From an optimization exercise on the open Yosys and OpenROAD flow, aimed at a short achievable clock period and few clock cycles; shortcuts taken in it are not production practice.
Function was checked by simulation only, so behaviour that the tests miss may differ from the original.
No driver is modelled on the clock port, so clock power and skew are understated where the tree is cut down; a real chip needs a root buffer or a tree.
Power figures rest on the tool's default switching activity, not on a simulated workload.

==> v25: inputs <==
// segcodec
module segcodec (
    input             clk,
    input             rst,
    input             h_req,
    input             h_we,
    input      [1:0]  h_size,     
    input      [12:0] h_addr,
    input      [31:0] h_wdata,
    output            h_done,
    output reg        h_err,
    output reg [31:0] h_rdata,
    output reg        mem_en,
    output reg        mem_we,
    output reg [3:0]  mem_be,
    output reg [8:0]  mem_addr,
    output reg [31:0] mem_wdata,
    input      [31:0] mem_rdata
);
    localparam [10:0] FRAME_LEN   = 11'd1446;
    localparam [10:0] MAX_PAYLOAD = 11'd1440;
    localparam [8:0]  LAST_WORD   = 9'd361;
    localparam [3:0] OP_NOP = 4'd0, OP_ENCODE = 4'd1, OP_DECODE = 4'd2, OP_CSUM = 4'd3;
    localparam [3:0] C_NONE = 4'd0, C_BAD_SIZE = 4'd1, C_BAD_CSUM = 4'd2,
                     C_BAD_VERSION = 4'd3, C_LEN_RANGE = 4'd4, C_ILLEGAL = 4'd5;
    localparam [2:0] P_RD = 3'd0, P_RD0 = 3'd1, P_HDR = 3'd2, P_PAD = 3'd3, P_WAIT = 3'd4;
    reg [2:0]  tx_flags;    
    reg [10:0] tx_len;
    reg [5:0]  tx_seq;
    reg [5:0]  tx_ackn;
    reg        st_err;
    reg        st_valid;
    reg [3:0]  st_cause;
    reg [3:0]  st_lastop;
    reg [31:0] rx_hdr;
    reg [15:0] csum_r;
    reg [15:0] rx_size;
    reg [15:0] cs_len;
    wire [10:0] plen = (rx_hdr[26:16] > MAX_PAYLOAD) ? MAX_PAYLOAD : rx_hdr[26:16];
    reg        v_tx, v_rxh, v_cs, v_rxs, v_csl;
    wire [31:0] tx_hdr = v_tx ? {2'b01, tx_flags, tx_len, 2'b00, tx_seq, 2'b00, tx_ackn}
                              : 32'h40000000;
  ...
==> flow/config.mk <==
export PLATFORM = sky130hd
export DESIGN_NAME = segcodec
export DESIGN_NICKNAME = segcodec
export VERILOG_FILES = /design/flow/design.v
export SDC_FILE = /design/flow/constraint.sdc
export NUM_CORES = 4
export LEC_CHECK = 0
export ABC_CLOCK_PERIOD_IN_PS = 2000
export CAP_MARGIN = 20
export CORE_MARGIN = 2
export CORE_UTILIZATION = 40
export SETUP_SLACK_MARGIN = 4.0
export SLEW_MARGIN = 20
export TNS_END_PERCENT = 100
==> flow/constraint.sdc <==
create_clock -name core_clock -period 6.0 [get_ports {clk}]
set_input_delay 1.2000 -clock core_clock [delete_from_list [all_inputs] [get_ports {clk}]]
set_output_delay 1.2000 -clock core_clock [all_outputs]
set_load 0.01 [all_outputs]
standard.sh (not shown) runs the stock make flow with config.mk's settings and CLKGATE_MAP_FILE= SYNTH_SCRIPT=/design/flow/synth_recipe.tcl, a recipe that flattens the netlist after the stock synthesis.
==> flow/flow/run.sh <==
#!/bin/bash
# The standard layout, except that the clock tree is built by flow/pre_cts.tcl:
# the clock port drives 4 root buffers, each of which drives the
# leaf buffers nearest to it; each leaf buffer drives a cluster of about
# 20 flip-flops. Two buffers from the port to every flip-flop.
set -euo pipefail
here=$(pwd)
export PRE_CTS_TCL=$here/flow/pre_cts.tcl
# Sizing may change a cell's footprint (the platform sets MATCH_CELL_FOOTPRINT=1,
# which keeps the port buffers as the slow cells they start as).
bash standard.sh MATCH_CELL_FOOTPRINT=0 finish > standard.log 2>&1
Other scripts of this flow, unchanged in this note and not shown: flow/flow/pre_cts.tcl
==> inputs of v5, as changes to v25 <==
--- a/flow/design.v
+++ b/flow/design.v
@@ -129,16 +129,14 @@
                 {cs_bad, cs_lm, cs_m1, cs_m0, cs_ph0, cs_ra2} <= cs_pack1(q_wdata[15:0]);
             if (q_reg == 3'd5)
                 rx_ok <= q_wdata[15:0] == {5'd0, FRAME_LEN};
         end
     end
-    reg  [10:0] len_e;
-    reg  [15:0] len_c;
+    wire [10:0] len_e = v_tx ? tx_len : 11'd0;
+    wire [15:0] len_c = v_csl ? cs_len : 16'd0;
     wire [1:0]  enc_nr = len_e[1:0] + 2'd2;
     always @(posedge clk) begin
-        len_e      <= v_tx ? tx_len : 11'd0;
-        len_c      <= v_csl ? cs_len : 16'd0;
         enc_ra_end <= len_e[10:2] + 9'd1 + {8'd0, len_e[1] & len_e[0]};
         enc_ps     <= (len_e >= 11'd2) ? len_e[10:2] + 9'd1 + {8'd0, len_e[1]} : 9'd2;
         enc_pbe    <= (len_e >= 11'd2) ? hmask(enc_nr) : 4'b1111;
         enc_csbe   <= 4'b1100 | ((len_e <= 11'd1) ? (hmask(enc_nr) & 4'b0011) : 4'b0000);
         cs_ra_end  <= len_c[10:2] - {8'd0, len_c[1:0] == 2'd0};
@@ -181,46 +179,26 @@
     wire       run    = s_run;
     reg [3:0]  m_a, m_d;     
     reg        h_a, h_d;     
     reg        r1, r2, r3;   
     reg [31:0] d_q;          
+    reg [3:0]  m_q;          
     reg [15:0] cs_s, cs_c;   
     reg [31:0] nzv;          
-    reg [16:0] t_q;          
-    reg [15:0] t1_q;         
+    reg [8:0]  lo_q, lo1_q, hi_q, hi1_q;
     reg        tz_q;         
-    function [16:0] add16;
-        input [15:0] a, b;
-        input        cin;
-        reg [15:0] g, p, gn, pn;
-        integer i, d;
-        begin
-            g = a & b;
-            p = a ^ b;
-            g[0] = g[0] | (p[0] & cin);
-            for (d = 1; d < 16; d = d * 2) begin
-                gn = g;
-                pn = p;
-                for (i = d; i < 16; i = i + 1) begin
-                    gn[i] = g[i] | (p[i] & g[i - d]);
-                    pn[i] = p[i] & p[i - d];
-                end
-                g = gn;
-                p = pn;
-            end
-            add16 = {g[15], (a ^ b) ^ {g[14:0], cin}};
-        end
-    endfunction
     reg        nz_t;
     wire        r0 = |m_a;
-    wire [31:0] md = d_q;
+    wire [31:0] md = d_q & {{8{m_q[3]}}, {8{m_q[2]}}, {8{m_q[1]}}, {8{m_q[0]}}};
     wire [15:0] fa1_s = cs_s ^ cs_c ^ md[31:16];
     wire [15:0] fa1_c = (cs_s & cs_c) | (cs_s & md[31:16]) | (cs_c & md[31:16]);
     wire [15:0] fa1_r = {fa1_c[14:0], fa1_c[15]};
     wire [15:0] fa2_s = fa1_s ^ fa1_r ^ md[15:0];
     wire [15:0] fa2_c = (fa1_s & fa1_r) | (fa1_s & md[15:0]) | (fa1_r & md[15:0]);
     wire [15:0] fa2_r = {fa2_c[14:0], fa2_c[15]};
+    wire [16:0] t_q    = {lo_q[8] ? hi1_q : hi_q, lo_q[7:0]};
+    wire [15:0] t1_q   = {lo1_q[8] ? hi1_q[7:0] : hi_q[7:0], lo1_q[7:0]};
     wire [15:0] u      = t_q[16] ? t1_q : t_q[15:0];
     wire [15:0] f2     = !nz_t ? 16'd0 : tz_q ? 16'hFFFF : u;
     wire [15:0] csum_v = ~f2;
     wire [3:0] rd_mask = rd_last ? lm : 4'b1111;
     wire [3:0] pad_be  = ((na == ps) ? pbe : 4'b1111) & ((na == LAST_WORD) ? 4'b1100 : 4'b1111);
@@ -276,17 +254,20 @@
         m_d  <= m_a;
         h_d  <= h_a;
         r1   <= r0;
         r2   <= r1;
         r3   <= r2;
-        d_q  <= mem_rdata & {{8{m_d[3]}}, {8{m_d[2]}}, {8{m_d[1]}}, {8{m_d[0]}}};
+        d_q  <= mem_rdata;
+        m_q  <= m_d;
         cs_s <= fa2_s;
         cs_c <= fa2_r;
         nzv  <= nzv | md;
         ra_end_r <= ra_end;
-        t_q   <= add16(cs_s, cs_c, 1'b0);
-        t1_q  <= add16(cs_s, cs_c, 1'b1);
+        lo_q  <= {1'b0, cs_s[7:0]} + {1'b0, cs_c[7:0]};
+        lo1_q <= {1'b0, cs_s[7:0]} + {1'b0, cs_c[7:0]} + 9'd1;
+        hi_q  <= {1'b0, cs_s[15:8]} + {1'b0, cs_c[15:8]};
+        hi1_q <= {1'b0, cs_s[15:8]} + {1'b0, cs_c[15:8]} + 9'd1;
         tz_q <= cs_s == 16'd0 && cs_c == 16'd0;
         nz_t <= |nzv;
         if (h_d) rx_hdr <= mem_rdata;
         if (s_idle) begin
             h_rdata <= reg_rdata;
@@ -296,21 +277,21 @@
                 2'd1: h_rdata <= {24'd0, mem_rdata[23:16]};
                 2'd2: h_rdata <= {24'd0, mem_rdata[15:8]};
                 default: h_rdata <= {24'd0, mem_rdata[7:0]};
             endcase
         end
-        mem_we    <= s_fwr1 || (run && x_we);
-        mem_be    <= s_fwr1 ? q_fbe : x_be;
-        mem_wdata <= s_fwr1 ? {4{q_wdata[7:0]}} : x_wdata;
         if (s_idle) begin
             q_reg     <= i_addr[4:2];
             q_wdata   <= i_wdata;
             fsel      <= i_addr[1:0];
+            mem_we    <= i_we && i_addr[12];
             mem_addr  <= i_addr[12] ? (in_rng ? i_addr[10:2] : 9'd0) : 9'd1;
             q_rng     <= in_rng;
             q_faddr   <= i_addr[10:2];
             q_fbe     <= 4'b1000 >> i_addr[1:0];
+            mem_be    <= 4'b1000 >> i_addr[1:0];
+            mem_wdata <= {4{i_wdata[7:0]}};
             e_enc  <= i_wdata[1:0] == 2'd1;
             e_dec  <= i_wdata[1:0] == 2'd2;
             na     <= 9'd2;
             h_a    <= 1'b0;
             case (i_wdata[1:0])
@@ -335,11 +316,14 @@
                     m0     <= cs_m0;
                     m_a    <= cs_m1;
                 end
             endcase
         end else begin
+            mem_we    <= s_fwr1 || x_we;
             mem_addr  <= s_fwr1 ? q_faddr : x_addr;
+            mem_be    <= s_fwr1 ? q_fbe : x_be;
+            mem_wdata <= s_fwr1 ? {4{q_wdata[7:0]}} : x_wdata;
             m_a       <= run ? x_m : 4'd0;
             h_a       <= run && x_h;
             if (run) begin
                 case (ph)
                     P_RD: begin
@@ -364,11 +348,11 @@
             cs_c <= e_enc ? tx_hdr[15:0] : 16'd0;
             nzv  <= {31'd0, e_enc};
             r1   <= 1'b1;    
             r2   <= 1'b0;
             r3   <= 1'b0;
-            d_q  <= 32'd0;
+            m_q  <= 4'd0;
         end
         if (rst) begin
             s_idle    <= 1'b1;
             s_done    <= 1'b0;
             s_gap     <= 1'b0;
==> notes.md <==
Of v5 and v25, v5 has the higher utilization (gap 2.0 points). Of v25 and v5, v5 has the higher critical path depth (gap 8). Between v5 and v25, the lower die area is in v5 (gap 1.4%, measured against v25). Clock power is about the same in v5 and v25.
==> figures <==
quantity                                                       v25              v5
Drt first pass iters                                             7               6
Post-synthesis cell count                                    1,889           1,913
Arrival time of data at the critical path endpoint         0.85 ns         2.35 ns
Worst hold slack after final layout                       0.330 ns        0.336 ns
Vias in the first global route                              14,300          14,800
Layout inverter count without the clock tree                    89             123
Power drawn by the combinational cells                     2.47 mW         2.46 mW
Static leakage                                             9.97 nW         10.0 nW
Detail Placement HPWL                                      45.7 mm         46.4 mm
Outcome                                             finished clean  finished clean
Testbench counts of v25, summed over its fixed seeds: cycles 134,415.
Testbench counts of v5, summed over its fixed seeds: cycles 134,415.
No run of this note takes its clock network from TritonCTS; it comes from the design's own scripts or RTL.

[separate check: timing with driven ports]
In the flow no input, the clock included, has a driving cell. The finished layouts below were timed again as built, in two steps. Step 1, drivers: a clkbuf_16 drives clk and a buf_2 each remaining input, both assumed. Step 2, shift: input delay + t, output delay - t, t = (earliest + latest rising clock arrival at the registers) / 2. This alone moves slack from input paths to output paths. Slacks: ideal ports / drivers / drivers and shift; pairs: ideal ports / drivers.
run | t, ns | setup slack, ns | hold slack, ns | worst setup path at the end | worst register clock-pin slew, ns
v25 | 0.476 | 3.948 / 3.826 / 3.669 | 0.330 / 0.330 / 0.330 | input to register | 0.09 / 0.09
v5 | 0.477 | 3.902 / 3.835 / 3.619 | 0.336 / 0.336 / 0.336 | input to register | 0.09 / 0.09
After both steps setup and hold are still met in every run listed. The setup slack of v5, which loses most, moves by -0.067 ns with the drivers and by -0.283 ns with both steps.
